Context: an optimization exercise on an open-source flow, tuned for small area and a short achievable clock period. The choices shown serve that exercise and are no tape-out recipe. RTL that was checked went through simulation tests only; none was proved equivalent to the original. Only the layout flow was run in run 1; the RTL was not checked for function there.

<file path="flow/config.mk">
export PLATFORM = sky130hd
export DESIGN_NAME = ooo_engine
export DESIGN_NICKNAME = ooo_engine
export VERILOG_FILES = /design/flow/design.v
export SDC_FILE = /design/flow/constraint.sdc
export NUM_CORES = 8
export LEC_CHECK = 0
export CAP_MARGIN = 20
export CORE_MARGIN = 2
export CORE_UTILIZATION = 60
export CTS_CLUSTER_DIAMETER = 100
export CTS_CLUSTER_SIZE = 25
export SLEW_MARGIN = 20
</file>
<file path="flow/constraint.sdc">
create_clock -name core_clock -period 80.0 [get_ports {clk}]
set_input_delay 16.0000 -clock core_clock [delete_from_list [all_inputs] [get_ports {clk}]]
set_output_delay 16.0000 -clock core_clock [all_outputs]
set_load 0.01 [all_outputs]
</file>
<file path="flow/design.v">
module ooo_engine (
    input  logic         clk,
    input  logic         rst,
    input  logic [1:0]   tr_cnt,
    input  logic [3:0]   tr_op,
    input  logic [13:0]  tr_dst,
    input  logic [13:0]  tr_src1,
    input  logic [13:0]  tr_src2,
    output logic [1:0]   tr_pop,
    output logic [1:0]   rt_valid,
    output logic [31:0]  rt_seq,
    output logic [3:0]   rt_op,
    output logic [13:0]  rt_dst,
    output logic [13:0]  rt_src1,
    output logic [13:0]  rt_src2,
    output logic [287:0] rt_cyc,
    output logic [287:0] rt_dur,
    output logic         done,
    output logic [15:0]  cycles,
    output logic [15:0]  count
);
  localparam int RECW = 23;
  localparam int UW = 15;
  localparam int STW = 31;
  function automatic logic [2:0] latency(input logic [1:0] op);
    case (op)
      2'd0:    latency = 3'd1;
      2'd1:    latency = 3'd2;
      default: latency = 3'd5;
    endcase
  endfunction
  function automatic logic [16:0] radd(input logic [15:0] a, input logic [15:0] b, input logic ci);
    logic c;
    c = ci;
    for (int i = 0; i < 16; i++) begin
      radd[i] = a[i] ^ b[i] ^ c;
      c = (a[i] & b[i]) | (c & (a[i] ^ b[i]));
    end
    radd[16] = c;
  endfunction
  function automatic logic [7:0] add8(input logic [7:0] a, input logic [7:0] b);
    logic [16:0] t;
    t = radd({8'd0, a}, {8'd0, b}, 1'b0);
    add8 = t[7:0];
  endfunction
  function automatic logic [8:0] sub8(input logic [7:0] a, input logic [7:0] b);
    logic [16:0] t;
    t = radd({8'd0, a}, {8'd0, ~b}, 1'b1);
    sub8 = t[8:0];
  endfunction
  function automatic logic [1:0] take2(input logic [1:0] have, input logic [1:0] used);
    if (used[1] || have == 2'd0) take2 = 2'd0;
    else if (used[0] || have == 2'd1) take2 = 2'd1;
    else take2 = 2'd2;
  endfunction
  function automatic logic [1:0] sub2(input logic [1:0] a, input logic [1:0] b);
    case ({a, b})
      4'b01_01, 4'b10_10: sub2 = 2'd0;
      4'b10_01:           sub2 = 2'd1;
      default:            sub2 = a;
    endcase
  endfunction
  function automatic logic [1:0] add2(input logic [1:0] a, input logic [1:0] b);
    add2 = {a[1] | b[1] | (a[0] & b[0]), a[0] ^ b[0]};
  endfunction
  function automatic logic [3:0] hi16(input logic [15:0] v);
    logic [15:0] above, oh;
    above[15] = 1'b0;
    for (int i = 14; i >= 0; i--) above[i] = above[i+1] | v[i+1];
    oh = v & ~above;
    hi16 = 4'd0;
    for (int i = 0; i < 16; i++) if (oh[i]) hi16 = hi16 | 4'(i);
  endfunction
  logic [15:0] cycle, seq_next;
  logic        trace_done;
  logic [1:0]             de_cnt;
  logic [1:0][RECW-1:0]   de_rec;
  logic [1:0][4:0]        de_cfe;
  logic [1:0]             de_pr;
  logic [1:0]             rn_cnt;
  logic [1:0][RECW-1:0]   rn_rec;
  logic [1:0][4:0]        rn_cfe, rn_crn;
  logic [1:0]             rn_pr;
  logic [1:0]             rr_cnt;
  logic [1:0][UW-1:0]     rr_u;
  logic [1:0]             di_cnt;
  logic [1:0][UW-1:0]     di_u;
  logic [7:0]             iq_v;
  logic [7:0]             iq_t1v, iq_t2v;
  logic [7:0][3:0]        iq_t1, iq_t2, iq_dt;
  logic [7:0][7:0]        am;
  logic [2:0]             prev_slot;    
  logic [3:0]             head, tail;
  logic [4:0]             rob_cnt;
  logic [15:0]            rob_v, rob_s1, rob_s0, rob_cmp;
  logic [15:0]            rob_rdy, rob_iss;
  assign rob_rdy = rob_s1 & rob_s0;
  assign rob_iss = rob_s0 & ~rob_s1;
  logic [15:0][RECW-1:0]  rob_rec;
  logic [15:0][STW-1:0]   rob_st;
  logic [1:0]             o_v;
  logic [1:0][RECW-1:0]   o_rec;
  logic [1:0][STW-1:0]    o_st;
  logic [7:0]  cyc0, cyc1;
  logic [16:0] cyc_inc;
  assign cyc_inc = radd(cycle, 16'd0, 1'b1);
  assign cyc0 = cycle[7:0];
  assign cyc1 = cyc_inc[7:0];
  logic [3:0]  head1;
  logic [15:0] hsel, h1sel;
  logic        r0, r1;
  logic [1:0]  nret;
  logic [15:0] ret_mask, v_ar;
  logic [7:0][RECW-1:0]   ev_rec, od_rec;
  logic [7:0][STW-1:0]    ev_st, od_st;
  logic [2:0]  ev_idx, od_idx;
  logic [7:0]  esel, osel;
  logic [RECW-1:0] ev_rrec, od_rrec;
  logic [STW-1:0]  ev_rst, od_rst;
  logic [1:0][RECW-1:0] l_rec;
  logic [1:0][STW-1:0]  l_st;
  assign head1 = head + 4'd1;
  always_comb begin
    for (int k = 0; k < 16; k++) hsel[k] = head == 4'(k);
    h1sel = {hsel[14:0], hsel[15]};
  end
  assign r0 = |(hsel & rob_v & rob_rdy);
  assign r1 = r0 & |(h1sel & rob_v & rob_rdy);
  assign nret = {r1, r0 & ~r1};
  assign ret_mask = ({16{r0}} & hsel) | ({16{r1}} & h1sel);
  assign v_ar = rob_v & ~ret_mask;
  assign ev_idx = head[0] ? head1[3:1] : head[3:1];
  assign od_idx = head[3:1];
  always_comb begin
    for (int k = 0; k < 8; k++) begin
      ev_rec[k] = rob_rec[2*k];   od_rec[k] = rob_rec[2*k+1];
      ev_st[k]  = rob_st[2*k];    od_st[k]  = rob_st[2*k+1];
      esel[k] = ev_idx == 3'(k);
      osel[k] = od_idx == 3'(k);
    end
    ev_rrec = '0; od_rrec = '0; ev_rst = '0; od_rst = '0;
    for (int j = 0; j < 8; j++) begin
      ev_rrec = ev_rrec | ({RECW{esel[j]}} & ev_rec[j]);
      od_rrec = od_rrec | ({RECW{osel[j]}} & od_rec[j]);
      ev_rst  = ev_rst  | ({STW{esel[j]}} & ev_st[j]);
      od_rst  = od_rst  | ({STW{osel[j]}} & od_st[j]);
    end
  end
  assign l_rec[0] = head[0] ? od_rrec : ev_rrec;
  assign l_rec[1] = head[0] ? ev_rrec : od_rrec;
  assign l_st[0]  = head[0] ? od_rst : ev_rst;
  assign l_st[1]  = head[0] ? ev_rst : od_rst;
  logic [15:0] rdy1, xclr;
  assign rdy1 = rob_s1;
  assign xclr = rdy1 | rob_cmp;
  function automatic logic [UW-1:0] wake(input logic [UW-1:0] u, input logic [15:0] x);
    wake = u;
    if (x[u[12:9]]) wake[13] = 1'b0;
    if (x[u[7:4]])  wake[8]  = 1'b0;
  endfunction
  logic [15:0] cmp_next, xnext;
  assign xnext = xclr | cmp_next;
  logic [1:0][UW-1:0] rr_w, di_w;
  always_comb begin
    for (int k = 0; k < 2; k++) begin
      rr_w[k] = wake(rr_u[k], xnext);
      di_w[k] = wake(di_u[k], xnext);
    end
  end
  logic de_h, rn_h, rr_h, di_h, sq0;
  assign rn_h = tail[0];
  assign de_h = tail[0] ^ rn_cnt[0];
  assign rr_h = tail[0] ^ rr_cnt[0];
  assign di_h = tail[0] ^ rr_cnt[0] ^ di_cnt[0];
  assign sq0  = seq_next[0];
  logic [7:0] rdyq, win1, win2;
  logic [7:0][7:0] beats;
  logic       any1, any2;
  logic [3:0] gt1, gt2;
  logic [7:0] iq_v_ai;
  always_comb begin
    rdyq = iq_v & ~iq_t1v & ~iq_t2v;
    beats = '0;
    for (int i = 0; i < 8; i++)
      for (int j = i + 1; j < 8; j++) begin
        beats[i][j] = am[i][j];
        beats[j][i] = !am[i][j];
      end
    for (int i = 0; i < 8; i++) begin
      win1[i] = rdyq[i];
      for (int j = 0; j < 8; j++)
        if (j != i && rdyq[j] && !beats[i][j]) win1[i] = 1'b0;
    end
    for (int i = 0; i < 8; i++) begin
      win2[i] = rdyq[i] & ~win1[i];
      for (int j = 0; j < 8; j++)
        if (j != i && rdyq[j] && !win1[j] && !beats[i][j]) win2[i] = 1'b0;
    end
    any1 = |win1; any2 = |win2;
    gt1 = '0; gt2 = '0;
    for (int i = 0; i < 8; i++) begin
      if (win1[i]) gt1 = gt1 | iq_dt[i];
      if (win2[i]) gt2 = gt2 | iq_dt[i];
    end
    iq_v_ai = iq_v & ~win1 & ~win2;
  end
  logic       disp;
  logic [7:0] wq0, wq1;    
  logic [2:0] f0_idx, f1_idx;
  logic       fr1, fr2, rq1, rq2;
  logic seen0, seen1;
  always_comb begin
    fr1 = 1'b0; fr2 = 1'b0; rq1 = 1'b0; rq2 = 1'b0;
    for (int k = 0; k < 8; k++) begin
      fr2 = fr2 | (fr1 & ~iq_v[k]);
      fr1 = fr1 | ~iq_v[k];
      rq2 = rq2 | (rq1 & rdyq[k]);
      rq1 = rq1 | rdyq[k];
    end
    disp = fr2 | (fr1 & rq1) | rq2;
    wq0 = '0; wq1 = '0; seen0 = 1'b0; seen1 = 1'b0;
    for (int k = 0; k < 8; k++) begin
      if (!iq_v_ai[k]) begin
        if (!seen0) begin wq0[k] = 1'b1; seen0 = 1'b1; end
        else if (!seen1) begin wq1[k] = 1'b1; seen1 = 1'b1; end
      end
    end
    f0_idx = '0; f1_idx = '0;
    for (int k = 0; k < 8; k++) begin
      if (wq0[k]) f0_idx = f0_idx | 3'(k);
      if (wq1[k]) f1_idx = f1_idx | 3'(k);
    end
    if (!(disp && di_cnt != 2'd0)) wq0 = '0;
    if (!(disp && di_cnt == 2'd2)) wq1 = '0;
  end
  logic [1:0] d_left, mv, rr_left;
  assign d_left  = disp ? 2'd0 : di_cnt;
  assign mv      = take2(rr_cnt, d_left);
  assign rr_left = sub2(rr_cnt, mv);
  logic        freeok;
  logic [1:0]  nr;
  logic [3:0]  tail1;
  logic [15:0] lt_tail;
  logic [1:0][UW-1:0] ren_u;
  logic [1:0][3:0]    rn_dt;    
  assign rn_dt[0] = tail[0] ? tail1 : tail;
  assign rn_dt[1] = tail[0] ? tail : tail1;
  assign freeok = ~rob_cnt[4] & ~(rob_cnt[3:0] == 4'd15) | (rob_cnt[3:0] == 4'd15 & r0) |
                  (rob_cnt[4] & r1);
  assign nr = freeok ? take2(rn_cnt, rr_left) : 2'd0;
  assign tail1 = tail + 4'd1;
  always_comb for (int k = 0; k < 16; k++) lt_tail[k] = 4'(k) < tail;
  logic [1:0][1:0][6:0]  ls;
  logic [1:0][1:0][15:0] lm, lml;
  logic [1:0][1:0]       ltv;
  logic [1:0][1:0][3:0]  ltg;
  always_comb begin
    for (int i = 0; i < 2; i++) begin
      for (int q = 0; q < 2; q++) begin
        ls[i][q] = q == 0 ? rn_rec[i][13:7] : rn_rec[i][6:0];
        for (int k = 0; k < 16; k++) lm[i][q][k] = v_ar[k] && rob_rec[k][20:14] == ls[i][q];
        lml[i][q] = lm[i][q] & lt_tail;
        ltv[i][q] = (ls[i][q] != 7'd127) && (lm[i][q] != '0);
        ltg[i][q] = hi16((lml[i][q] != '0) ? lml[i][q] : lm[i][q]);
        if (1'(i) != rn_h && ls[i][q] != 7'd127 && rn_rec[1-i][20:14] == ls[i][q]) begin
          ltv[i][q] = 1'b1; ltg[i][q] = tail;
        end
      end
      ren_u[i] = {rn_pr[i], ltv[i][0], ltg[i][0], ltv[i][1], ltg[i][1], rn_dt[i]};
    end
  end
  logic [1:0] rn_left, nd, de_left;
  assign rn_left = sub2(rn_cnt, nr);
  assign nd      = take2(de_cnt, rn_left);
  assign de_left = sub2(de_cnt, nd);
  logic td_set;
  logic [1:0] n_pop;
  logic pop_ok1, pop_ok2;
  assign td_set = ~trace_done & (((de_left != 2'd2) & (tr_cnt == 2'd0)) |
                                 ((de_left == 2'd0) & (tr_cnt == 2'd1)));
  assign n_pop = {pop_ok2 & tr_cnt[1],
                  pop_ok1 & ((tr_cnt[0] & ~tr_cnt[1]) | (~pop_ok2 & tr_cnt[1]))};
  logic [1:0] dmv, rmv, ren, dec, fet;
  always_comb begin
    for (int p = 0; p < 2; p++) begin
      dmv[p] = disp & ((di_cnt == 2'd2) | (di_cnt == 2'd1 & 1'(p) == di_h));
      rmv[p] = (mv == 2'd2) | (mv == 2'd1 & 1'(p) == rr_h);
      ren[p] = (nr == 2'd2) | (nr == 2'd1 & 1'(p) == rn_h);
      dec[p] = (nd == 2'd2) | (nd == 2'd1 & 1'(p) == de_h);
      fet[p] = (n_pop != 2'd0 & 1'(p) == sq0) | (n_pop == 2'd2 & 1'(p) != sq0);
    end
  end
  logic [1:0]  n_de_cnt, n_rn_cnt, n_rr_cnt;
  logic        n_trace_done, n_done;
  logic [4:0]  n_rob_cnt;
  logic [16:0] seq_inc;
  logic [15:0] alloc;
  assign n_de_cnt = add2(de_left, n_pop);
  assign n_rn_cnt = add2(rn_left, nd);
  assign n_rr_cnt = add2(rr_left, nr);
  assign n_rob_cnt = rob_cnt + {3'd0, nr} - {3'd0, nret};
  assign n_trace_done = trace_done | td_set;
  assign n_done = n_trace_done && n_de_cnt == 2'd0 && n_rn_cnt == 2'd0 && n_rob_cnt == 5'd0;
  assign seq_inc = radd(seq_next, {14'd0, n_pop}, 1'b0);
  always_comb
    for (int k = 0; k < 16; k++)
      alloc[k] = ren[k % 2] && rn_dt[k % 2] == 4'(k);
  always_ff @(posedge clk) begin
    if (rst) begin
      cycle <= '0; seq_next <= '0; trace_done <= 1'b0; done <= 1'b0;
      de_cnt <= '0; rn_cnt <= '0; rr_cnt <= '0; di_cnt <= '0;
      iq_v <= '0; head <= '0; tail <= '0; rob_cnt <= '0; rob_v <= '0;
      o_v <= '0;
    end else if (!done) begin
      cycle <= cyc_inc[15:0];
      seq_next <= seq_inc[15:0];
      trace_done <= n_trace_done;
      done <= n_done;
      de_cnt <= n_de_cnt; rn_cnt <= n_rn_cnt; rr_cnt <= n_rr_cnt;
      di_cnt <= add2(d_left, mv);
      iq_v <= iq_v_ai | wq0 | wq1;
      head <= head + {2'd0, nret};
      tail <= tail + {2'd0, nr};
      rob_cnt <= n_rob_cnt;
      rob_v <= v_ar | alloc;
      o_v <= {r1, r0};
    end else begin
      o_v <= '0;
    end
  end
  always_ff @(posedge clk) begin
    o_rec <= l_rec;
    o_st  <= l_st;
  end
  always_ff @(posedge clk) begin
    for (int p = 0; p < 2; p++) begin
      if (fet[p]) begin
        if (1'(p) == sq0) de_rec[p] <= {tr_op[1:0], tr_dst[6:0], tr_src1[6:0], tr_src2[6:0]};
        else              de_rec[p] <= {tr_op[3:2], tr_dst[13:7], tr_src1[13:7], tr_src2[13:7]};
        de_cfe[p] <= cyc0[4:0];
        de_pr[p]  <= 1'(p) != sq0;
      end
      if (dec[p]) begin
        rn_rec[p] <= de_rec[p]; rn_cfe[p] <= de_cfe[p]; rn_crn[p] <= cyc1[4:0]; rn_pr[p] <= de_pr[p];
      end
      rr_u[p] <= ren[p] ? ren_u[p] : rr_w[p];
      di_u[p] <= rmv[p] ? rr_w[p] : di_w[p];
    end
  end
  logic [7:0] wd0, wd1;
  assign wd0 = di_h ? wq1 : wq0;
  assign wd1 = di_h ? wq0 : wq1;
  always_ff @(posedge clk) begin
    for (int k = 0; k < 8; k++) begin
      if (wd0[k]) begin
        iq_t1v[k] <= di_w[0][13]; iq_t1[k] <= di_w[0][12:9];
        iq_t2v[k] <= di_w[0][8];  iq_t2[k] <= di_w[0][7:4];
        iq_dt[k]  <= di_u[0][3:0];
      end else if (wd1[k]) begin
        iq_t1v[k] <= di_w[1][13]; iq_t1[k] <= di_w[1][12:9];
        iq_t2v[k] <= di_w[1][8];  iq_t2[k] <= di_w[1][7:4];
        iq_dt[k]  <= di_u[1][3:0];
      end else begin
        iq_t1v[k] <= iq_t1v[k] & ~xnext[iq_t1[k]];
        iq_t2v[k] <= iq_t2v[k] & ~xnext[iq_t2[k]];
      end
    end
    for (int i = 0; i < 8; i++)
      for (int j = i + 1; j < 8; j++) begin
        if (wq0[j] || wq1[j]) am[i][j] <= 1'b1;
        else if (wq1[i]) am[i][j] <= 1'b0;
        else if (wq0[i]) am[i][j] <= di_u[di_h][14] && prev_slot == 3'(j);
      end
    if (wq1 != '0) prev_slot <= f1_idx;
    else if (wq0 != '0) prev_slot <= f0_idx;
  end
  logic [15:0]          we_di, we_is, we_ex;
  logic [2:0]           n1, n2, n5;
  logic [15:0][2:0]     ntg;
  assign n1 = cyc1[2:0];
  assign n2 = cycle[2:0];
  assign n5 = cycle[2:0] - 3'd3;
  always_comb begin
    for (int k = 0; k < 16; k++) begin
      we_di[k] = rmv[k % 2] && rr_u[k % 2][3:1] == 3'(k / 2);
      we_is[k] = dmv[k % 2] && di_u[k % 2][3:1] == 3'(k / 2);
      we_ex[k] = (any1 && gt1 == 4'(k)) || (any2 && gt2 == 4'(k));
      if (rob_rec[k][22:21] == 2'd0)      ntg[k] = n1;
      else if (rob_rec[k][22:21] == 2'd1) ntg[k] = n2;
      else                                ntg[k] = n5;
      cmp_next[k] = ((rob_iss[k] & ~rob_cmp[k] & rob_st[k][27:25] == ntg[k]) |
                     (we_ex[k] & rob_rec[k][22:21] == 2'd0)) & ~alloc[k];
    end
  end
  always_ff @(posedge clk) begin
    for (int k = 0; k < 16; k++) begin
      if (alloc[k]) begin
        rob_rec[k] <= rn_rec[k % 2];
        rob_st[k][4:0]   <= rn_cfe[k % 2];
        rob_st[k][9:5]   <= rn_crn[k % 2];
        rob_st[k][14:10] <= cyc1[4:0];
      end
      if (we_di[k]) rob_st[k][18:15] <= cyc1[3:0];
      if (we_is[k]) rob_st[k][24:19] <= cyc1[5:0];
      if (we_ex[k]) rob_st[k][30:25] <= cyc1[5:0];
      rob_s1[k] <= (rob_s1[k] | (rob_s0[k] & rob_cmp[k])) & ~alloc[k];
      rob_s0[k] <= (rob_s1[k] | (rob_s0[k] & ~rob_cmp[k]) | we_ex[k]) & ~alloc[k];
      rob_cmp[k] <= cmp_next[k];
    end
  end
  assign pop_ok1 = ~done & ~trace_done & (de_left != 2'd2);
  assign pop_ok2 = ~done & ~trace_done & (de_left == 2'd0);
  assign tr_pop[1] = ~rst & pop_ok2 & tr_cnt[1];
  assign tr_pop[0] = ~rst & pop_ok1 & ((tr_cnt[0] & ~tr_cnt[1]) | (~pop_ok2 & tr_cnt[1]));
  assign cycles   = cycle;
  assign count    = seq_next;
  assign rt_valid = o_v;
  logic [4:0]  infl;
  logic [15:0] seq0;
  logic [16:0] seq0t, seq1t;
  assign infl = {3'd0, de_cnt} + {3'd0, rn_cnt} + rob_cnt + {4'd0, o_v[0]} + {4'd0, o_v[1]};
  assign seq0t = radd(seq_next, ~{11'd0, infl}, 1'b1);
  assign seq0 = seq0t[15:0];
  assign seq1t = radd(seq0, 16'd0, 1'b1);
  logic [7:0] chi, chm;
  assign chi = cycle[15:8];
  assign chm = 8'(sub8(cycle[15:8], 8'd1));
  logic [1:0][2:0] olat;
  logic [1:0][5:0] d_is, a_ex, a_rt;
  logic [1:0][3:0] d_di, d_rr;
  logic [1:0][4:0] d_rn, d_de;
  logic [1:0][8:0][7:0] lo;
  logic [1:0][8:0]      bw;
  logic [1:0][8:0]      t_ex, t_is, t_di, t_rr, t_rn, t_de, t_fe, t_wb, t_rt;
  logic [1:0][16:0]     t_rtd, t_ded;
  for (genvar r = 0; r < 2; r++) begin : g_lane
    ooo_engine_rsub8 u_ex (.a(cycle[7:0]),   .b({2'd0, a_ex[r]}), .d(t_ex[r][7:0]), .nb(t_ex[r][8]));
    ooo_engine_rsub8 u_is (.a(t_ex[r][7:0]), .b({2'd0, d_is[r]}), .d(t_is[r][7:0]), .nb(t_is[r][8]));
    ooo_engine_rsub8 u_di (.a(t_is[r][7:0]), .b({4'd0, d_di[r]}), .d(t_di[r][7:0]), .nb(t_di[r][8]));
    ooo_engine_rsub8 u_rr (.a(t_di[r][7:0]), .b({4'd0, d_rr[r]}), .d(t_rr[r][7:0]), .nb(t_rr[r][8]));
    ooo_engine_rsub8 u_rn (.a(t_rr[r][7:0]), .b({3'd0, d_rn[r]}), .d(t_rn[r][7:0]), .nb(t_rn[r][8]));
    ooo_engine_rsub8 u_de (.a(t_rn[r][7:0]), .b({3'd0, d_de[r]}), .d(t_de[r][7:0]), .nb(t_de[r][8]));
    ooo_engine_rsub8 u_fe (.a(t_de[r][7:0]), .b(8'd1),            .d(t_fe[r][7:0]), .nb(t_fe[r][8]));
    ooo_engine_rsub8 u_rt (.a(cycle[7:0]),   .b({2'd0, a_rt[r]}), .d(t_rt[r][7:0]), .nb(t_rt[r][8]));
    ooo_engine_rsub8 u_wb (.a(t_rt[r][7:0]), .b(8'd1),            .d(t_wb[r][7:0]), .nb(t_wb[r][8]));
  end
  always_comb begin
    for (int r = 0; r < 2; r++) begin
      olat[r]  = latency(o_rec[r][22:21]);
      d_is[r]  = 6'(sub8({2'd0, o_st[r][30:25]}, {2'd0, o_st[r][24:19]}));
      d_di[r]  = 4'(sub8({4'd0, o_st[r][22:19]}, {4'd0, o_st[r][18:15]}));
      d_rr[r]  = 4'(sub8({4'd0, o_st[r][18:15]}, {4'd0, o_st[r][13:10]}));
      d_rn[r]  = 5'(sub8({3'd0, o_st[r][14:10]}, {3'd0, o_st[r][9:5]}));
      t_ded[r] = radd({11'd0, o_st[r][9:5]}, {11'd0, ~o_st[r][4:0]}, 1'b0);    
      d_de[r]  = t_ded[r][4:0];
      a_ex[r]  = 6'(sub8({2'd0, cycle[5:0]}, {2'd0, o_st[r][30:25]}));
      t_rtd[r] = radd({10'd0, a_ex[r]}, {10'd0, ~{3'd0, olat[r]}}, 1'b0);       
      a_rt[r]  = t_rtd[r][5:0];
      lo[r][0] = t_fe[r][7:0]; lo[r][1] = t_de[r][7:0]; lo[r][2] = t_rn[r][7:0];
      lo[r][3] = t_rr[r][7:0]; lo[r][4] = t_di[r][7:0]; lo[r][5] = t_is[r][7:0];
      lo[r][6] = t_ex[r][7:0]; lo[r][7] = t_wb[r][7:0]; lo[r][8] = t_rt[r][7:0];
      bw[r][8] = ~t_rt[r][8];
      bw[r][7] = bw[r][8] | ~t_wb[r][8];
      bw[r][6] = ~t_ex[r][8];
      bw[r][5] = bw[r][6] | ~t_is[r][8];
      bw[r][4] = bw[r][5] | ~t_di[r][8];
      bw[r][3] = bw[r][4] | ~t_rr[r][8];
      bw[r][2] = bw[r][3] | ~t_rn[r][8];
      bw[r][1] = bw[r][2] | ~t_de[r][8];
      bw[r][0] = bw[r][1] | ~t_fe[r][8];
    end
  end
  always_comb begin
    for (int r = 0; r < 2; r++) begin
      rt_seq[16*r +: 16] = (r == 0) ? seq0 : seq1t[15:0];
      rt_op[2*r +: 2]    = o_rec[r][22:21];
      rt_dst[7*r +: 7]   = o_rec[r][20:14];
      rt_src1[7*r +: 7]  = o_rec[r][13:7];
      rt_src2[7*r +: 7]  = o_rec[r][6:0];
      for (int s = 0; s < 9; s++)
        rt_cyc[144*r + 16*s +: 16] = {bw[r][s] ? chm : chi, lo[r][s]};
      rt_dur[144*r +   0 +: 16] = 16'd1;
      rt_dur[144*r +  16 +: 16] = {11'd0, d_de[r]};
      rt_dur[144*r +  32 +: 16] = {11'd0, d_rn[r]};
      rt_dur[144*r +  48 +: 16] = {12'd0, d_rr[r]};
      rt_dur[144*r +  64 +: 16] = {12'd0, d_di[r]};
      rt_dur[144*r +  80 +: 16] = {10'd0, d_is[r]};
      rt_dur[144*r +  96 +: 16] = {13'd0, olat[r]};
      rt_dur[144*r + 112 +: 16] = 16'd1;
      rt_dur[144*r + 128 +: 16] = {10'd0, a_rt[r]};
    end
  end
endmodule
module ooo_engine_rsub8 (
    input  logic [7:0] a,
    input  logic [7:0] b,
    output logic [7:0] d,
    output logic       nb
);
  logic [8:0] c;
  assign c[0] = 1'b1;
  for (genvar i = 0; i < 8; i++) begin : g_bit
    assign d[i]   = a[i] ^ ~b[i] ^ c[i];
    assign c[i+1] = (a[i] & ~b[i]) | (c[i] & (a[i] ^ ~b[i]));
  end
  assign nb = c[8];
endmodule
</file>
<file path="flow/flow/run.sh">
#!/bin/bash
# Standard ORFS layout (the standard.sh) with two changes: the port
# buffers are the smallest buffer, and repair_timing is asked for a setup
# margin that makes it work on the input-to-output paths. make's full output
# goes to flow_make.log here; each ORFS step also keeps its own log under
# orfs/logs.
set -euo pipefail
bash standard.sh finish \
  "BUFFER_PORTS_ARGS=-buffer_cell sky130_fd_sc_hd__buf_1" \
  SETUP_SLACK_MARGIN=50 > flow_make.log 2>&1
</file>
<file path="flow/standard.sh">
#!/bin/bash
# synth_recipe.tcl (not shown) runs the flow's synth.tcl, then flattens the netlist and writes it again
# the make line also repeats each setting of config.mk as NAME=value (left out here)
make -C /OpenROAD-flow-scripts/flow DESIGN_CONFIG=/design/flow/config.mk WORK_HOME=/design/flow/orfs CLKGATE_MAP_FILE= SYNTH_SCRIPT=/design/flow/synth_recipe.tcl "${@:-finish}"
</file>
==> results of run 1 <==
## metal layers
metal  global-route usage, %  wire (um)
met5                       0          0
met4                    25.3      19900
met3                    9.43      34100
met2                    64.6     129000
met1                    55.2     106000
## synthesized netlist by cell type (180+ instances only)
master	n	share of area, %
inv_1	440	2.1
mux2i_1	224	2.9
dfxtp_1	289	7.4
nor2_1	424	2.0
clkbuf_1	415	2.0
a21oi_1	322	2.1
xor2_1	300	3.3
xnor2_1	330	3.7
buf_4	228	2.2
ha_1	180	2.9
nand2_1	391	1.9
edfxtp_1	1137	44
## worst max path at each step
stage / slack (ns) / endpoint / cells after the start / from
finish: 47.20 / tr_pop[0] / 6 / tr_cnt[0]
global route: 47.09 / tr_pop[0] / 6 / tr_cnt[0]
CTS: 47.20 / tr_pop[0] / 6 / tr_cnt[0]
detailed placement: 46.94 / tr_pop[1] / 5 / tr_cnt[1]
global placement: 46.94 / tr_pop[1] / 5 / tr_cnt[1]
floorplan: 47.36 / tr_pop[1] / 4 / tr_cnt[1]
## cells by family after synthesis
group	synth area share (%)
other cells	0.00957
flops	50.9
compound gates	11.7
buf+inv	6.93
fa+ha+maj	5.84
simple gates	10.8
xor+xnor	7.03
mux	6.78
## flip-flops by register name, summed over array words and instances, names as in the netlist, 16 cells and up
signal,flops
am,28
cycle,16
de_rec,46
di_u,28
iq_dt,32
iq_t1,32
iq_t2,32
o_rec,46
o_st,62
rn_rec,46
rob_cmp,16
rob_rec,368
rob_s0,16
rob_s1,16
rob_st,496
rob_v,16
rr_u,28
seq_next,16
## what timing repair did
action	in CTS	in global routing
pin swaps	2	3
setup buffers	3	1
hold endpoints to repair	0	0
resized for setup	8	5
setup endpoints to repair	2	2
## stage by stage
step / util [%] / hold WS, ns / area, um2
detailed placement: 62.6 / 0.405 / 81100
global placement: 62.6 / 0.400 / 81100
finish: 64.5 / 0.409 / 83600
floorplan: - / 0.400 / 79300
CTS: 64.4 / 0.409 / 83500
global route: 64.4 / 0.410 / 83600
## worst max-delay path, delay by kind of cell
| kind | cells | cell delay [ns] |
|---|---|---|
| buffers and inverters | 2 | 0.21 |
| AND/OR/NAND/NOR | 4 | 0.59 |
## area by class of cell
cell class	count	area (um2)
Inverter	449	1690
Clock inverter	19	374
Tap cell	1742	2180
Timing Repair Buffer	669	3110
Fill cell	10247	46100
Multi-Input combinational cell	4484	34300
Antenna cell	2	5.00
Clock buffer	111	1930
Sequential cell	1426	39900
## placed cells by master, fill, tap and decap left out, drive strengths merged, types with 222 or more instances in the layout
cell and n:
edfxtp 1137, buf 668, inv 448, nor2 425
nand2 392, xnor2 330, a21oi 323, xor2 300
dfxtp 289, mux2i 224, conb 222
==> impl_metrics.env, run 1 <==
export IMPL_hold_class="flop to flop"
export IMPL_hold_path_end="rn_pr[0]$_DFFE_PP_"
export IMPL_ys_warn_count=1
export IMPL_fmax_mhz=30.5
export IMPL_worstPathArrival_ns=16.80
export IMPL_synth_flop_cell="edfxtp_1"
export IMPL_worst_r2r_path_depth=33
export IMPL_place_hpwl_um=204000
export IMPL_ys_seq_elements=1426
export IMPL_period_share_pct=41.0
export IMPL_grt_pass1_wl_um=402000
export IMPL_grt_ovfl_total=0
export IMPL_htree_num_levels=3
export IMPL_r2r_start="head[2]$_SDFFE_PP0N_"
export IMPL_hold_viol=0
export IMPL_core_um2=130000
export IMPL_numCtsBuffers=71
export IMPL_area_growth_pct=6.52
export IMPL_slowest_stage="and2_1"
export IMPL_start_util_pct=60.5
export IMPL_ant_nets=0
export IMPL_drtPass1Iterations=10
export IMPL_critPathCaptureType="primary output"
export IMPL_cts_sinks=1426
export IMPL_tns_ns=0
export IMPL_die_w_um=366
export IMPL_antenna_found_initial=2
export IMPL_final_instance_count_excl_fill=8902
export IMPL_clockRootBuffer="clkbuf_16"
export IMPL_cp_cell_sequence="buf_1, nor2_1, nor4_2, and2_1, nor2b_4, buf_6"
export IMPL_finalSetupViolCount=0
export IMPL_worstMarginPinSlew_ns=1.28
export IMPL_timing_final_ws_setup_ns=47.20
export IMPL_gp_congestion=1.05
export IMPL_grt_pass1_vias=55044
export IMPL_timing_rr_end="seq_next[15]$_SDFFE_PP0N_"
export IMPL_syn_mean_instance_area_um2=11.4
export IMPL_start_kind="input pin"
export IMPL_drt_iter0_drc=9237
export IMPL_rows=132
export IMPL_routedWlPerCell_um=32.4
export IMPL_relSlewSlack_pct=14.7
export IMPL_grtUsageTotal_pct=42.2
export IMPL_hold_path_startpoint="de_pr[0]$_DFFE_PP_"
export IMPL_status="finished clean"
export IMPL_synth_cell_types=128
export IMPL_io_pins=741
export IMPL_cp_max_fo=2
export IMPL_place_inst=8766
export IMPL_syn_inst=6887
export IMPL_cts_hold_buf=0
export IMPL_skew_ns=0.0620
export IMPL_vias=59859
export IMPL_seq_area_frac_synth_pct=50.9
export IMPL_cts_tree="yes"
export IMPL_slew_violations=0
export IMPL_rsz0062_at_grt="yes"
export IMPL_ff2ff_setup_slack_ns=70.79
export IMPL_required_ns=64.00
export IMPL_synthArstFlopShare_pct=0
export IMPL_cts_reportedPaths_clkPinSlew_ns=0.10
export IMPL_drt_total_wl_um=288000
export IMPL_synth_edf_count=1137
export IMPL_die_height_um=366
export IMPL_drc=0
export IMPL_maxCapViolCount=0
export IMPL_max_stage_delay_ns=0.19
export IMPL_dieArea_um2=134000
export IMPL_routed_via_density=6.72
export IMPL_portBuffers=518
export IMPL_grt_start_max_net_pins=70
export IMPL_layout_drive_gt1_share_pct=8.13
export IMPL_layout_nets=7446
export IMPL_clk_latency_ns=0.76
export IMPL_cts_path_max_buffers=3
export IMPL_crit_type="input pin to primary output"
export IMPL_period_minus_slack_ns=32.80
export IMPL_hold_depth=0
export IMPL_preCtsSetupSlack_ns=46.94
export IMPL_syn_area_um2=78400
==> run 2, diff against run 1 <==
--- a/flow/design.v
+++ b/flow/design.v
@@ -93,8 +93,5 @@
   logic [3:0]             head, tail;
   logic [4:0]             rob_cnt;
-  logic [15:0]            rob_v, rob_s1, rob_s0, rob_cmp;
-  logic [15:0]            rob_rdy, rob_iss;
-  assign rob_rdy = rob_s1 & rob_s0;
-  assign rob_iss = rob_s0 & ~rob_s1;
+  logic [15:0]            rob_v, rob_rdy, rob_iss, rob_wb, rob_cmp;
   logic [15:0][RECW-1:0]  rob_rec;
   logic [15:0][STW-1:0]   rob_st;
@@ -152,5 +149,5 @@
   assign l_st[1]  = head[0] ? ev_rst : od_rst;
   logic [15:0] rdy1, xclr;
-  assign rdy1 = rob_s1;
+  assign rdy1 = rob_rdy | rob_wb;
   assign xclr = rdy1 | rob_cmp;
   function automatic logic [UW-1:0] wake(input logic [UW-1:0] u, input logic [15:0] x);
@@ -276,9 +273,7 @@
   logic td_set;
   logic [1:0] n_pop;
-  logic pop_ok1, pop_ok2;
   assign td_set = ~trace_done & (((de_left != 2'd2) & (tr_cnt == 2'd0)) |
                                  ((de_left == 2'd0) & (tr_cnt == 2'd1)));
-  assign n_pop = {pop_ok2 & tr_cnt[1],
-                  pop_ok1 & ((tr_cnt[0] & ~tr_cnt[1]) | (~pop_ok2 & tr_cnt[1]))};
+  assign n_pop = tr_pop;
   logic [1:0] dmv, rmv, ren, dec, fet;
   always_comb begin
@@ -404,13 +399,15 @@
       if (we_is[k]) rob_st[k][24:19] <= cyc1[5:0];
       if (we_ex[k]) rob_st[k][30:25] <= cyc1[5:0];
-      rob_s1[k] <= (rob_s1[k] | (rob_s0[k] & rob_cmp[k])) & ~alloc[k];
-      rob_s0[k] <= (rob_s1[k] | (rob_s0[k] & ~rob_cmp[k]) | we_ex[k]) & ~alloc[k];
+      rob_rdy[k] <= rdy1[k] & ~alloc[k];
+      rob_wb[k]  <= rob_cmp[k] & ~alloc[k];
+      rob_iss[k] <= ((rob_iss[k] & ~rob_cmp[k]) | we_ex[k]) & ~alloc[k];
       rob_cmp[k] <= cmp_next[k];
     end
   end
+  logic pop_ok1, pop_ok2;
   assign pop_ok1 = ~done & ~trace_done & (de_left != 2'd2);
   assign pop_ok2 = ~done & ~trace_done & (de_left == 2'd0);
   assign tr_pop[1] = ~rst & pop_ok2 & tr_cnt[1];
-  assign tr_pop[0] = ~rst & pop_ok1 & ((tr_cnt[0] & ~tr_cnt[1]) | (~pop_ok2 & tr_cnt[1]));
+  assign tr_pop[0] = ~rst & pop_ok1 & (pop_ok2 ? (tr_cnt[0] & ~tr_cnt[1]) : (tr_cnt[0] | tr_cnt[1]));
   assign cycles   = cycle;
   assign count    = seq_next;
==> run 2 against run 1 <==
Effect of this change:
- still clean
- final area rose by 0.65%
- clock-buffer cell count rose by 2
- utilization fell by 0.32 points
- clock skew rose by 0.017 ns
- via count fell by 0.50%
- non-clock buffer count rose by 9
- hold slack improved by 0.0030 ns
- die area rose by 0.81%
- critical path type unchanged
==> impl_metrics.env, run 2 <==
export IMPL_seqCellArea_um2=40300
export IMPL_maxCapViolCount=0
export IMPL_hold_class="flop to flop"
export IMPL_die_w_um=367
export IMPL_drt_iter0_drc=7774
export IMPL_cts_tree="yes"
export IMPL_num_fill_cells=10276
export IMPL_place_hpwl_um=192000
export IMPL_syn_inst=6987
export IMPL_status="finished clean"
export IMPL_grt_pass1_wl_um=394000
export IMPL_grt_pass1_vias=56634
export IMPL_period_minus_slack_ns=32.66
export IMPL_grt_start_max_net_pins=76
export IMPL_grt_ovfl_total=0
export IMPL_synth_edf_count=1137
export IMPL_clockRootBuffer="clkbuf_16"
export IMPL_synthArstFlopShare_pct=0
export IMPL_layout_drive_gt1_share_pct=8.16
export IMPL_yosysTopAreaCellShare_pct=43.2
export IMPL_slew_violations=0
export IMPL_required_ns=64.00
export IMPL_drc=0
export IMPL_top_regs="rob_st (496), rob_rec (368), o_st (62)"
export IMPL_routedWlPerCell_um=30.7
export IMPL_worstPathArrival_ns=16.66
export IMPL_ant_nets=0
export IMPL_largest_reg_flops=496
export IMPL_ys_seq_elements=1442
export IMPL_synth_simple_area_share_pct=11.2
export IMPL_cts_hold_buf=0
export IMPL_cts_reportedPaths_clkPinSlew_ns=0.09
export IMPL_synth_cell_types=123
export IMPL_start_util_pct=60.3
export IMPL_grtUsageTotal_pct=40.0
export IMPL_finalSetupViolCount=0
export IMPL_critPathCaptureType="primary output"
export IMPL_max_stage_delay_ns=0.16
export IMPL_die_height_um=367
export IMPL_top_register="rob_st"
export IMPL_tns_ns=0
export IMPL_rows=133
export IMPL_fmax_mhz=30.6
export IMPL_yosysTopAreaCell="edfxtp_1"
export IMPL_utilization_pct=64.1
export IMPL_htree_num_levels=3
export IMPL_syn_area_um2=79100
export IMPL_netlist_top_cells_count="edfxtp_1 (1137), nor2_1 (459), inv_1 (436)"
export IMPL_worstMarginPinSlew_ns=1.17
export IMPL_antenna_found_initial=6
export IMPL_mostFrequentLayoutCells="edfxtp_1 (1137), buf_1 (514), nor2_1 (451)"
export IMPL_multiInputGateArea_um2=34500
export IMPL_slowest_stage="buf_2"
export IMPL_drtPass1Iterations=8
export IMPL_synth_flop_cell="edfxtp_1"
export IMPL_gp_congestion=1.01
export IMPL_syn_mean_instance_area_um2=11.3
export IMPL_crit_type="input pin to primary output"
export IMPL_rsz0062_at_grt="yes"
export IMPL_dieArea_um2=135000
export IMPL_synth_compound_area_share_pct=11.6
export IMPL_io_pins=741
export IMPL_synthAdderAreaFrac_pct=5.83
export IMPL_clk_latency_ns=0.75
export IMPL_core_um2=131000
export IMPL_portBuffers=518
export IMPL_relSlewSlack_pct=21.9
export IMPL_synth_xor_area_share_pct=6.97
export IMPL_area_growth_pct=6.34
export IMPL_skew_ns=0.0788
export IMPL_yosys_top_cells_area="edfxtp_1 (43%), dfxtp_1 (7.7%), xnor2_1 (3.7%)"
export IMPL_routed_via_density=6.61
export IMPL_cp_cell_sequence="clkbuf_16, nor3_4, o211ai_1, nor2_2, buf_2"
export IMPL_ys_warn_count=1
export IMPL_seq_area_frac_synth_pct=50.9
export IMPL_numCtsBuffers=72
export IMPL_synth_mux_area_share_pct=6.59
export IMPL_vias=59562
export IMPL_synth_top_family_by_area="compound AO/OA/AOI/OAI gates"
export IMPL_start_kind="input pin"
export IMPL_hold_viol=0
export IMPL_cts_sinks=1442
export IMPL_synth_most_common_cell="edfxtp_1"
export IMPL_final_common_cell="edfxtp_1"
export IMPL_period_share_pct=40.8
export IMPL_drt_total_wl_um=276000
export IMPL_cp_max_fo=3
export IMPL_cts_path_max_buffers=3
export IMPL_layout_nets=7538
-- run 2: layout make-up --
type / count / area share [%]
Sequential cell: 1442 / 47.9
Multi-Input combinational cell: 4554 / 41.0
Timing Repair Buffer: 678 / 3.78
Tap cell: 1755 / 2.61
Clock buffer: 113 / 2.38
Inverter: 445 / 1.99
Clock inverter: 20 / 0.338
Antenna cell: 2 / 0.00595
-- run 2: worst max-delay path, delay by kind of cell --
family | cells | cell delay [ns]
AO/OA/AOI/OAI | 1 | 0.12
buffers and inverters | 2 | 0.29
AND/OR/NAND/NOR | 2 | 0.24
-- run 2: logic make-up after synthesis --
group | after synthesis
AOI/OAI and AO/OA | 1290
xor gates and xnor gates | 629
adders and majority gates | 301
buffers and inverters | 1211
DFF | 1442
muxes | 401
other | 2
and+or+nand+nor | 1711
-- run 2: what timing repair did --
action	CTS	global route
pin swaps	4	2
endpoints found under the setup margin	2	2
gates cloned	1	0
setup buffers	5	0
gates resized for setup	7	1
-- run 2: layer usage --
layer	global-route usage [%]	share of wire, %	vias up
met5	0	0.014	-
met4	22.5	6.6	6
met3	8.85	11	851
met2	62.8	46	4036
met1	51.8	37	29302
li1	-	-	25367
-- run 2: per-stage QoR --
stage | setup slack, ns | cells | hold slack (ns) | instance area, um2
final | 47.34 | 9009 | 0.412 | 84100
after global routing | 47.31 | 9007 | 0.422 | 84100
after CTS | 47.32 | 9006 | 0.424 | 84100
after detailed placement | 47.00 | 8867 | 0.405 | 81700
after global placement | 46.96 | 8867 | 0.401 | 81700
after floorplan | 47.59 | 7207 | 0.400 | 79900
-- run 2: path summary, 6_finish.rpt --
kind                                           start                        end  slack, ns  cells past startpoint
worst max register to register  head[0]$_SDFFE_PP0N_  seq_next[15]$_SDFFE_PP0N_      71.27                     32
worst min register to register  de_rec[15]$_DFFE_PP_       rn_rec[15]$_DFFE_PP_       0.41                      0
worst max-delay path                             rst                  tr_pop[0]      47.34                      5
worst min-delay path            de_rec[15]$_DFFE_PP_       rn_rec[15]$_DFFE_PP_       0.41                      0
==> run 3, diff against run 2 <==
--- a/flow/design.v
+++ b/flow/design.v
@@ -21,5 +21,5 @@
 );
   localparam int RECW = 23;
-  localparam int UW = 15;
+  localparam int UW = 11;
   localparam int STW = 31;
   function automatic logic [2:0] latency(input logic [1:0] op);
@@ -93,10 +93,13 @@
   logic [3:0]             head, tail;
   logic [4:0]             rob_cnt;
-  logic [15:0]            rob_v, rob_rdy, rob_iss, rob_wb, rob_cmp;
+  logic [15:0]            rob_v, rob_s1, rob_s0, rob_cmp;
+  logic [15:0]            rob_rdy, rob_iss;
+  assign rob_rdy = rob_s1 & rob_s0;
+  assign rob_iss = rob_s0 & ~rob_s1;
   logic [15:0][RECW-1:0]  rob_rec;
   logic [15:0][STW-1:0]   rob_st;
   logic [1:0]             o_v;
   logic [1:0][RECW-1:0]   o_rec;
-  logic [1:0][STW-1:0]    o_st;
+  logic [1:0][14:0]       o_st;    
   logic [7:0]  cyc0, cyc1;
   logic [16:0] cyc_inc;
@@ -110,11 +113,11 @@
   logic [15:0] ret_mask, v_ar;
   logic [7:0][RECW-1:0]   ev_rec, od_rec;
-  logic [7:0][STW-1:0]    ev_st, od_st;
+  logic [7:0][14:0]       ev_st, od_st;
   logic [2:0]  ev_idx, od_idx;
   logic [7:0]  esel, osel;
   logic [RECW-1:0] ev_rrec, od_rrec;
-  logic [STW-1:0]  ev_rst, od_rst;
+  logic [14:0]     ev_rst, od_rst;
   logic [1:0][RECW-1:0] l_rec;
-  logic [1:0][STW-1:0]  l_st;
+  logic [1:0][14:0]     l_st;
   assign head1 = head + 4'd1;
   always_comb begin
@@ -132,5 +135,5 @@
     for (int k = 0; k < 8; k++) begin
       ev_rec[k] = rob_rec[2*k];   od_rec[k] = rob_rec[2*k+1];
-      ev_st[k]  = rob_st[2*k];    od_st[k]  = rob_st[2*k+1];
+      ev_st[k]  = rob_st[2*k][14:0];    od_st[k]  = rob_st[2*k+1][14:0];
       esel[k] = ev_idx == 3'(k);
       osel[k] = od_idx == 3'(k);
@@ -140,6 +143,6 @@
       ev_rrec = ev_rrec | ({RECW{esel[j]}} & ev_rec[j]);
       od_rrec = od_rrec | ({RECW{osel[j]}} & od_rec[j]);
-      ev_rst  = ev_rst  | ({STW{esel[j]}} & ev_st[j]);
-      od_rst  = od_rst  | ({STW{osel[j]}} & od_st[j]);
+      ev_rst  = ev_rst  | ({15{esel[j]}} & ev_st[j]);
+      od_rst  = od_rst  | ({15{osel[j]}} & od_st[j]);
     end
   end
@@ -149,10 +152,10 @@
   assign l_st[1]  = head[0] ? ev_rst : od_rst;
   logic [15:0] rdy1, xclr;
-  assign rdy1 = rob_rdy | rob_wb;
+  assign rdy1 = rob_s1;
   assign xclr = rdy1 | rob_cmp;
   function automatic logic [UW-1:0] wake(input logic [UW-1:0] u, input logic [15:0] x);
     wake = u;
-    if (x[u[12:9]]) wake[13] = 1'b0;
-    if (x[u[7:4]])  wake[8]  = 1'b0;
+    if (x[u[8:5]]) wake[9] = 1'b0;
+    if (x[u[3:0]]) wake[4] = 1'b0;
   endfunction
   logic [15:0] cmp_next, xnext;
@@ -165,10 +168,19 @@
     end
   end
+  logic [3:0] rrb, dib;    
   logic de_h, rn_h, rr_h, di_h, sq0;
   assign rn_h = tail[0];
   assign de_h = tail[0] ^ rn_cnt[0];
-  assign rr_h = tail[0] ^ rr_cnt[0];
-  assign di_h = tail[0] ^ rr_cnt[0] ^ di_cnt[0];
+  assign rr_h = rrb[0];
+  assign di_h = dib[0];
   assign sq0  = seq_next[0];
+  logic [1:0][3:0] rr_dt, di_dt;
+  assign rrb = tail - {2'd0, rr_cnt};
+  assign dib = rrb - {2'd0, di_cnt};
+  always_comb
+    for (int p = 0; p < 2; p++) begin
+      rr_dt[p] = rrb + {3'd0, 1'(p) != rrb[0]};
+      di_dt[p] = dib + {3'd0, 1'(p) != dib[0]};
+    end
   logic [7:0] rdyq, win1, win2;
   logic [7:0][7:0] beats;
@@ -250,5 +262,5 @@
   logic [1:0][1:0][6:0]  ls;
   logic [1:0][1:0][15:0] lm, lml;
-  logic [1:0][1:0]       ltv;
+  logic [1:0][1:0]       ltv, lreal;
   logic [1:0][1:0][3:0]  ltg;
   always_comb begin
@@ -256,13 +268,14 @@
       for (int q = 0; q < 2; q++) begin
         ls[i][q] = q == 0 ? rn_rec[i][13:7] : rn_rec[i][6:0];
+        lreal[i][q] = ls[i][q] < 7'd67;    
         for (int k = 0; k < 16; k++) lm[i][q][k] = v_ar[k] && rob_rec[k][20:14] == ls[i][q];
         lml[i][q] = lm[i][q] & lt_tail;
-        ltv[i][q] = (ls[i][q] != 7'd127) && (lm[i][q] != '0);
+        ltv[i][q] = lreal[i][q] && (lm[i][q] != '0);
         ltg[i][q] = hi16((lml[i][q] != '0) ? lml[i][q] : lm[i][q]);
-        if (1'(i) != rn_h && ls[i][q] != 7'd127 && rn_rec[1-i][20:14] == ls[i][q]) begin
+        if (1'(i) != rn_h && lreal[i][q] && rn_rec[1-i][20:14] == ls[i][q]) begin
           ltv[i][q] = 1'b1; ltg[i][q] = tail;
         end
       end
-      ren_u[i] = {rn_pr[i], ltv[i][0], ltg[i][0], ltv[i][1], ltg[i][1], rn_dt[i]};
+      ren_u[i] = {rn_pr[i], ltv[i][0], ltg[i][0], ltv[i][1], ltg[i][1]};
     end
   end
@@ -273,7 +286,9 @@
   logic td_set;
   logic [1:0] n_pop;
+  logic pop_ok1, pop_ok2;
   assign td_set = ~trace_done & (((de_left != 2'd2) & (tr_cnt == 2'd0)) |
                                  ((de_left == 2'd0) & (tr_cnt == 2'd1)));
-  assign n_pop = tr_pop;
+  assign n_pop = {pop_ok2 & tr_cnt[1],
+                  pop_ok1 & ((tr_cnt[0] & ~tr_cnt[1]) | (~pop_ok2 & tr_cnt[1]))};
   logic [1:0] dmv, rmv, ren, dec, fet;
   always_comb begin
@@ -349,11 +364,11 @@
     for (int k = 0; k < 8; k++) begin
       if (wd0[k]) begin
-        iq_t1v[k] <= di_w[0][13]; iq_t1[k] <= di_w[0][12:9];
-        iq_t2v[k] <= di_w[0][8];  iq_t2[k] <= di_w[0][7:4];
-        iq_dt[k]  <= di_u[0][3:0];
+        iq_t1v[k] <= di_w[0][9]; iq_t1[k] <= di_w[0][8:5];
+        iq_t2v[k] <= di_w[0][4]; iq_t2[k] <= di_w[0][3:0];
+        iq_dt[k]  <= di_dt[0];
       end else if (wd1[k]) begin
-        iq_t1v[k] <= di_w[1][13]; iq_t1[k] <= di_w[1][12:9];
-        iq_t2v[k] <= di_w[1][8];  iq_t2[k] <= di_w[1][7:4];
-        iq_dt[k]  <= di_u[1][3:0];
+        iq_t1v[k] <= di_w[1][9]; iq_t1[k] <= di_w[1][8:5];
+        iq_t2v[k] <= di_w[1][4]; iq_t2[k] <= di_w[1][3:0];
+        iq_dt[k]  <= di_dt[1];
       end else begin
         iq_t1v[k] <= iq_t1v[k] & ~xnext[iq_t1[k]];
@@ -365,5 +380,5 @@
         if (wq0[j] || wq1[j]) am[i][j] <= 1'b1;
         else if (wq1[i]) am[i][j] <= 1'b0;
-        else if (wq0[i]) am[i][j] <= di_u[di_h][14] && prev_slot == 3'(j);
+        else if (wq0[i]) am[i][j] <= di_u[di_h][10] && prev_slot == 3'(j);
       end
     if (wq1 != '0) prev_slot <= f1_idx;
@@ -378,6 +393,6 @@
   always_comb begin
     for (int k = 0; k < 16; k++) begin
-      we_di[k] = rmv[k % 2] && rr_u[k % 2][3:1] == 3'(k / 2);
-      we_is[k] = dmv[k % 2] && di_u[k % 2][3:1] == 3'(k / 2);
+      we_di[k] = rmv[k % 2] && rr_dt[k % 2][3:1] == 3'(k / 2);
+      we_is[k] = dmv[k % 2] && di_dt[k % 2][3:1] == 3'(k / 2);
       we_ex[k] = (any1 && gt1 == 4'(k)) || (any2 && gt2 == 4'(k));
       if (rob_rec[k][22:21] == 2'd0)      ntg[k] = n1;
@@ -399,15 +414,13 @@
       if (we_is[k]) rob_st[k][24:19] <= cyc1[5:0];
       if (we_ex[k]) rob_st[k][30:25] <= cyc1[5:0];
-      rob_rdy[k] <= rdy1[k] & ~alloc[k];
-      rob_wb[k]  <= rob_cmp[k] & ~alloc[k];
-      rob_iss[k] <= ((rob_iss[k] & ~rob_cmp[k]) | we_ex[k]) & ~alloc[k];
+      rob_s1[k] <= (rob_s1[k] | (rob_s0[k] & rob_cmp[k])) & ~alloc[k];
+      rob_s0[k] <= (rob_s1[k] | (rob_s0[k] & ~rob_cmp[k]) | we_ex[k]) & ~alloc[k];
       rob_cmp[k] <= cmp_next[k];
     end
   end
-  logic pop_ok1, pop_ok2;
   assign pop_ok1 = ~done & ~trace_done & (de_left != 2'd2);
   assign pop_ok2 = ~done & ~trace_done & (de_left == 2'd0);
   assign tr_pop[1] = ~rst & pop_ok2 & tr_cnt[1];
-  assign tr_pop[0] = ~rst & pop_ok1 & (pop_ok2 ? (tr_cnt[0] & ~tr_cnt[1]) : (tr_cnt[0] | tr_cnt[1]));
+  assign tr_pop[0] = ~rst & pop_ok1 & ((tr_cnt[0] & ~tr_cnt[1]) | (~pop_ok2 & tr_cnt[1]));
   assign cycles   = cycle;
   assign count    = seq_next;
@@ -423,4 +436,26 @@
   assign chi = cycle[15:8];
   assign chm = 8'(sub8(cycle[15:8], 8'd1));
+  logic [3:0]  rs, rs1;
+  logic [2:0]  rev_idx, rod_idx;
+  logic [7:0]  rsel_e, rsel_o;
+  logic [15:0] rev_st, rod_st;
+  logic [1:0][STW-1:0] ost;
+  assign rs  = head - 4'd1 - {3'd0, o_v[1]};
+  assign rs1 = rs + 4'd1;
+  assign rev_idx = rs[0] ? rs1[3:1] : rs[3:1];
+  assign rod_idx = rs[3:1];
+  always_comb begin
+    for (int k = 0; k < 8; k++) begin
+      rsel_e[k] = rev_idx == 3'(k);
+      rsel_o[k] = rod_idx == 3'(k);
+    end
+    rev_st = '0; rod_st = '0;
+    for (int j = 0; j < 8; j++) begin
+      rev_st = rev_st | ({16{rsel_e[j]}} & rob_st[2*j][30:15]);
+      rod_st = rod_st | ({16{rsel_o[j]}} & rob_st[2*j+1][30:15]);
+    end
+    ost[0] = {rs[0] ? rod_st : rev_st, o_st[0]};
+    ost[1] = {rs[0] ? rev_st : rod_st, o_st[1]};
+  end
   logic [1:0][2:0] olat;
   logic [1:0][5:0] d_is, a_ex, a_rt;
@@ -445,11 +480,11 @@
     for (int r = 0; r < 2; r++) begin
       olat[r]  = latency(o_rec[r][22:21]);
-      d_is[r]  = 6'(sub8({2'd0, o_st[r][30:25]}, {2'd0, o_st[r][24:19]}));
-      d_di[r]  = 4'(sub8({4'd0, o_st[r][22:19]}, {4'd0, o_st[r][18:15]}));
-      d_rr[r]  = 4'(sub8({4'd0, o_st[r][18:15]}, {4'd0, o_st[r][13:10]}));
-      d_rn[r]  = 5'(sub8({3'd0, o_st[r][14:10]}, {3'd0, o_st[r][9:5]}));
-      t_ded[r] = radd({11'd0, o_st[r][9:5]}, {11'd0, ~o_st[r][4:0]}, 1'b0);    
+      d_is[r]  = 6'(sub8({2'd0, ost[r][30:25]}, {2'd0, ost[r][24:19]}));
+      d_di[r]  = 4'(sub8({4'd0, ost[r][22:19]}, {4'd0, ost[r][18:15]}));
+      d_rr[r]  = 4'(sub8({4'd0, ost[r][18:15]}, {4'd0, ost[r][13:10]}));
+      d_rn[r]  = 5'(sub8({3'd0, ost[r][14:10]}, {3'd0, ost[r][9:5]}));
+      t_ded[r] = radd({11'd0, ost[r][9:5]}, {11'd0, ~ost[r][4:0]}, 1'b0);    
       d_de[r]  = t_ded[r][4:0];
-      a_ex[r]  = 6'(sub8({2'd0, cycle[5:0]}, {2'd0, o_st[r][30:25]}));
+      a_ex[r]  = 6'(sub8({2'd0, cycle[5:0]}, {2'd0, ost[r][30:25]}));
       t_rtd[r] = radd({10'd0, a_ex[r]}, {10'd0, ~{3'd0, olat[r]}}, 1'b0);       
       a_rt[r]  = t_rtd[r][5:0];
==> flow/flow/run.sh (replaced) <==
#!/bin/bash
# The standard layout (standard.sh) with these changes:
# - synthesis: the standard synthesis with ABC_AREA=1 and flow/area.abc as
#   ABC's area script (ORFS's scripts are copied to myscripts/ with only
#   abc_area.script replaced); the steps before ABC, and so the registers,
#   are unchanged;
# - the port buffers are the smallest buffer;
# - repair_timing is asked for a setup margin that makes it work on the
#   input-to-output paths.
# Each step's full output goes to a log here (flow_synth.log, flow_make.log);
# each ORFS step also keeps its own log under orfs/logs.
set -euo pipefail
rm -rf myscripts
cp -r "$FLOW_HOME/scripts" myscripts
cp flow/area.abc myscripts/abc_area.script
KNOBS=("BUFFER_PORTS_ARGS=-buffer_cell sky130_fd_sc_hd__buf_1" "SETUP_SLACK_MARGIN=50")
bash standard.sh synth "SCRIPTS_DIR=$PWD/myscripts" ABC_AREA=1 "${KNOBS[@]}" > flow_synth.log 2>&1
bash standard.sh finish "${KNOBS[@]}" > flow_make.log 2>&1
==> flow/flow/area.abc (new file) <==
strash
dc2
dch -f
map -a
strash
dc2
dch -f
map -a
strash
dch -f
map -a
topo
--- a/flow/config.mk
+++ b/flow/config.mk
@@ -6,5 +6,5 @@
 export NUM_CORES = 8
 export LEC_CHECK = 0
-export CAP_MARGIN = 20
+export CAP_MARGIN = 50
 export CORE_MARGIN = 2
 export CORE_UTILIZATION = 60
==> run 3 against run 2 <==
Effect of this change:
- area after synthesis shrank 8.6%
- first-iteration DRC count is 40% higher
- clock-buffer cell count down 4
- die area down 8.5%
- sequential cell count is 60 lower
- global-route usage up 5.9 points
- wire length grew 4.9%
- critical path type unchanged
- sequential share of layout area increased by 0.34 points
- clock skew is 0.021 ns lower
==> impl_metrics.env, run 3 <==
export IMPL_critPathCaptureType="primary output"
export IMPL_grt_start_max_net_pins=86
export IMPL_r2r_start="head[1]$_SDFFE_PP0N_"
export IMPL_grt_ovfl_total=0
export IMPL_gr_usage_met1_pct=58.7
export IMPL_yosys_top_cells_area="edfxtp_1 (47%), dfxtp_1 (7.1%), clkinv_1 (5.2%)"
export IMPL_yosysTopAreaCellShare_pct=46.7
export IMPL_htree_num_levels=3
export IMPL_clk_latency_ns=0.73
export IMPL_synth_cell_types=51
export IMPL_slew_violations=0
export IMPL_seq_area_frac_synth_pct=53.8
export IMPL_period_minus_slack_ns=32.87
export IMPL_rsz0062_at_grt="yes"
export IMPL_rows=127
export IMPL_die_height_um=351
export IMPL_grt_busiest_layer="met2"
export IMPL_numCtsBuffers=69
export IMPL_mostFrequentLayoutCells="edfxtp_1 (1125), clkinv_1 (992), nand2_1 (765)"
export IMPL_top_register="rob_st"
export IMPL_area_growth_pct=11.7
export IMPL_ys_seq_elements=1382
export IMPL_worstMarginPinSlew_ns=0.870
export IMPL_start_util_pct=60.4
export IMPL_syn_area_um2=72300
export IMPL_drtPass1Iterations=10
export IMPL_start_kind="input pin"
export IMPL_use_met2_pct=68.6
export IMPL_clockRootBuffer="clkbuf_16"
export IMPL_synth_most_common_cell="edfxtp_1"
export IMPL_top_regs="rob_st (496), rob_rec (368)"
export IMPL_preCtsSetupSlack_ns=46.79
export IMPL_finalSetupViolCount=0
export IMPL_synthArstFlopShare_pct=0
export IMPL_cts_tree="yes"
export IMPL_utilization_pct=67.4
export IMPL_hold_class="flop to flop"
export IMPL_netlist_top_cells_count="edfxtp_1 (1125), clkinv_1 (1003), nand2_1 (765)"
export IMPL_routed_via_density=6.74
export IMPL_cts_path_max_buffers=3
export IMPL_antenna_found_initial=8
export IMPL_status="finished clean"
export IMPL_portBuffers=518
export IMPL_drt_iter0_drc=10911
export IMPL_largest_reg_flops=496
export IMPL_syn_inst=7136
export IMPL_gp_congestion=1.06
export IMPL_cts_sinks=1382
export IMPL_cp_startpoint="tr_cnt[0]"
export IMPL_ys_warn_count=1
export IMPL_final_common_cell="edfxtp_1"
export IMPL_num_fill_cells=9198
export IMPL_yosysTopAreaCell="edfxtp_1"
export IMPL_place_inst=9528
export IMPL_hold_path_startpoint="de_pr[1]$_DFFE_PP_"
export IMPL_hold_viol=0
export IMPL_synth_edf_count=1125
export IMPL_vias=65234
export IMPL_worstPathArrival_ns=16.87
export IMPL_grt_pass1_wl_um=410000
export IMPL_synth_flop_cell="edfxtp_1"
export IMPL_tns_ns=0
export IMPL_drt_total_wl_um=290000
export IMPL_place_hpwl_um=202000
export IMPL_period_share_pct=41.1
export IMPL_skew_ns=0.0577
export IMPL_core_um2=120000
export IMPL_layout_drive_gt1_share_pct=5.98
export IMPL_fmax_mhz=30.4
export IMPL_ant_nets=0
export IMPL_final_instance_count_excl_fill=9679
export IMPL_crit_type="input pin to primary output"
export IMPL_required_ns=64.00
export IMPL_grt_pass1_vias=59549
export IMPL_timing_final_ws_setup_ns=47.13
export IMPL_cts_hold_buf=0
export IMPL_grtUsageTotal_pct=46.0
export IMPL_dieArea_um2=123000
export IMPL_relSlewSlack_pct=42.0
export IMPL_routedWlPerCell_um=29.9
export IMPL_die_w_um=351
export IMPL_cp_max_fo=2
export IMPL_syn_mean_instance_area_um2=10.1
export IMPL_io_pins=741
export IMPL_layout_nets=8364
export IMPL_cts_reportedPaths_clkPinSlew_ns=0.10
export IMPL_use_met3_pct=13.3
export IMPL_maxCapViolCount=0
export IMPL_drc=0
[run 3: cell types whose count changed in the layout (fill, tap and decap cells not counted), sizes merged, moves of 227 or more]
cell	before	now
o22ai	42	312
a22oi	128	355
o21ai	205	695
nand2	421	765
mux2i	227	0
inv	446	16
clkinv	18	1004
[run 3: routing by layer]
metal | share of wire (%) | vias up
li1 | - | 27612
met1 | 35 | 30701
met2 | 43 | 5542
met3 | 14 | 1369
met4 | 8.4 | 10
met5 | 0.031 | -
[run 3: worst max-delay path, cell delays in order]
cell and delay (ns):
buf_6 0.08, nor2_4 0.04, a311oi_2 0.22, clkinv_2 0.13, nor2_4 0.14, clkinv_4 0.07, nor2_4 0.08, buf_6 0.11
[run 3: final cells by class]
cell class	instances	area, um2	share of cell area [%]
Tap cell	1612	2020	2.50
Clock buffer	109	1900	2.35
Multi-Input combinational cell	4744	29100	36.0
Antenna cell	4	10.0	0.0124
Timing Repair Buffer	808	4700	5.82
Sequential cell	1382	38900	48.2
Clock inverter	17	314	0.389
Inverter	1003	3770	4.67
[run 3: kinds of logic after synthesis]
kind of cell	synth area share (%)
compound gates	19.1
flops	53.8
fa+ha+maj	6.51
other cells	0.0104
buf+inv	7.54
xor+xnor	2.46
simple gates	10.5
[run 3: metrics by stage]
stage	instance area [um2]	hold WS (ns)
2_1_floorplan	73200	0.400
6_report	80800	0.401
3_5_place_dp	78300	0.405
5_1_grt	80800	0.414
4_1_cts	80600	0.406
3_3_place_gp	77100	0.400
[run 3: what timing repair did]
item | 4_1_cts | 5_1_grt
setup buffers | 5 | 2
pin swaps | 4 | 2
endpoints found under the setup margin | 2 | 2
endpoints found under the hold margin | 0 | 0
gates resized for setup | 16 | 0
[run 3: final timing paths]
kind	slack, ns	cells past startpoint	endpoint
max	47.13	8	tr_pop[0]
min	0.40	0	rn_pr[1]$_DFFE_PP_
max reg2reg	70.83	44	seq_next[15]$_SDFFE_PP0N_
min reg2reg	0.40	0	rn_pr[1]$_DFFE_PP_

re-timing with driven ports:
The flow's constraints put no driver on any port. The routed layouts listed below were extracted and timed again, unchanged, in two steps. Step 1, drivers: a clkbuf_16 drives clk and a buf_2 each remaining input, both assumed. Step 2 also shifts input and output timing later by t, the mid clock arrival at the registers, as if the neighbouring blocks saw the same clock. a / b / c = no drivers / after step 1 / after step 2; a / b = the first two.
run	t, ns	setup slack, ns	cell pins on the clock port's net
run 1	0.815	47.200 / 47.163 / 47.163	1
run 2	0.792	47.343 / 47.238 / 47.238	1
run 3	0.790	47.127 / 47.063 / 47.063	1
After both steps every run listed still meets setup and hold. For run 2, which loses most, drivers alone change the setup slack by -0.105 ns; drivers and shift together by -0.105 ns.
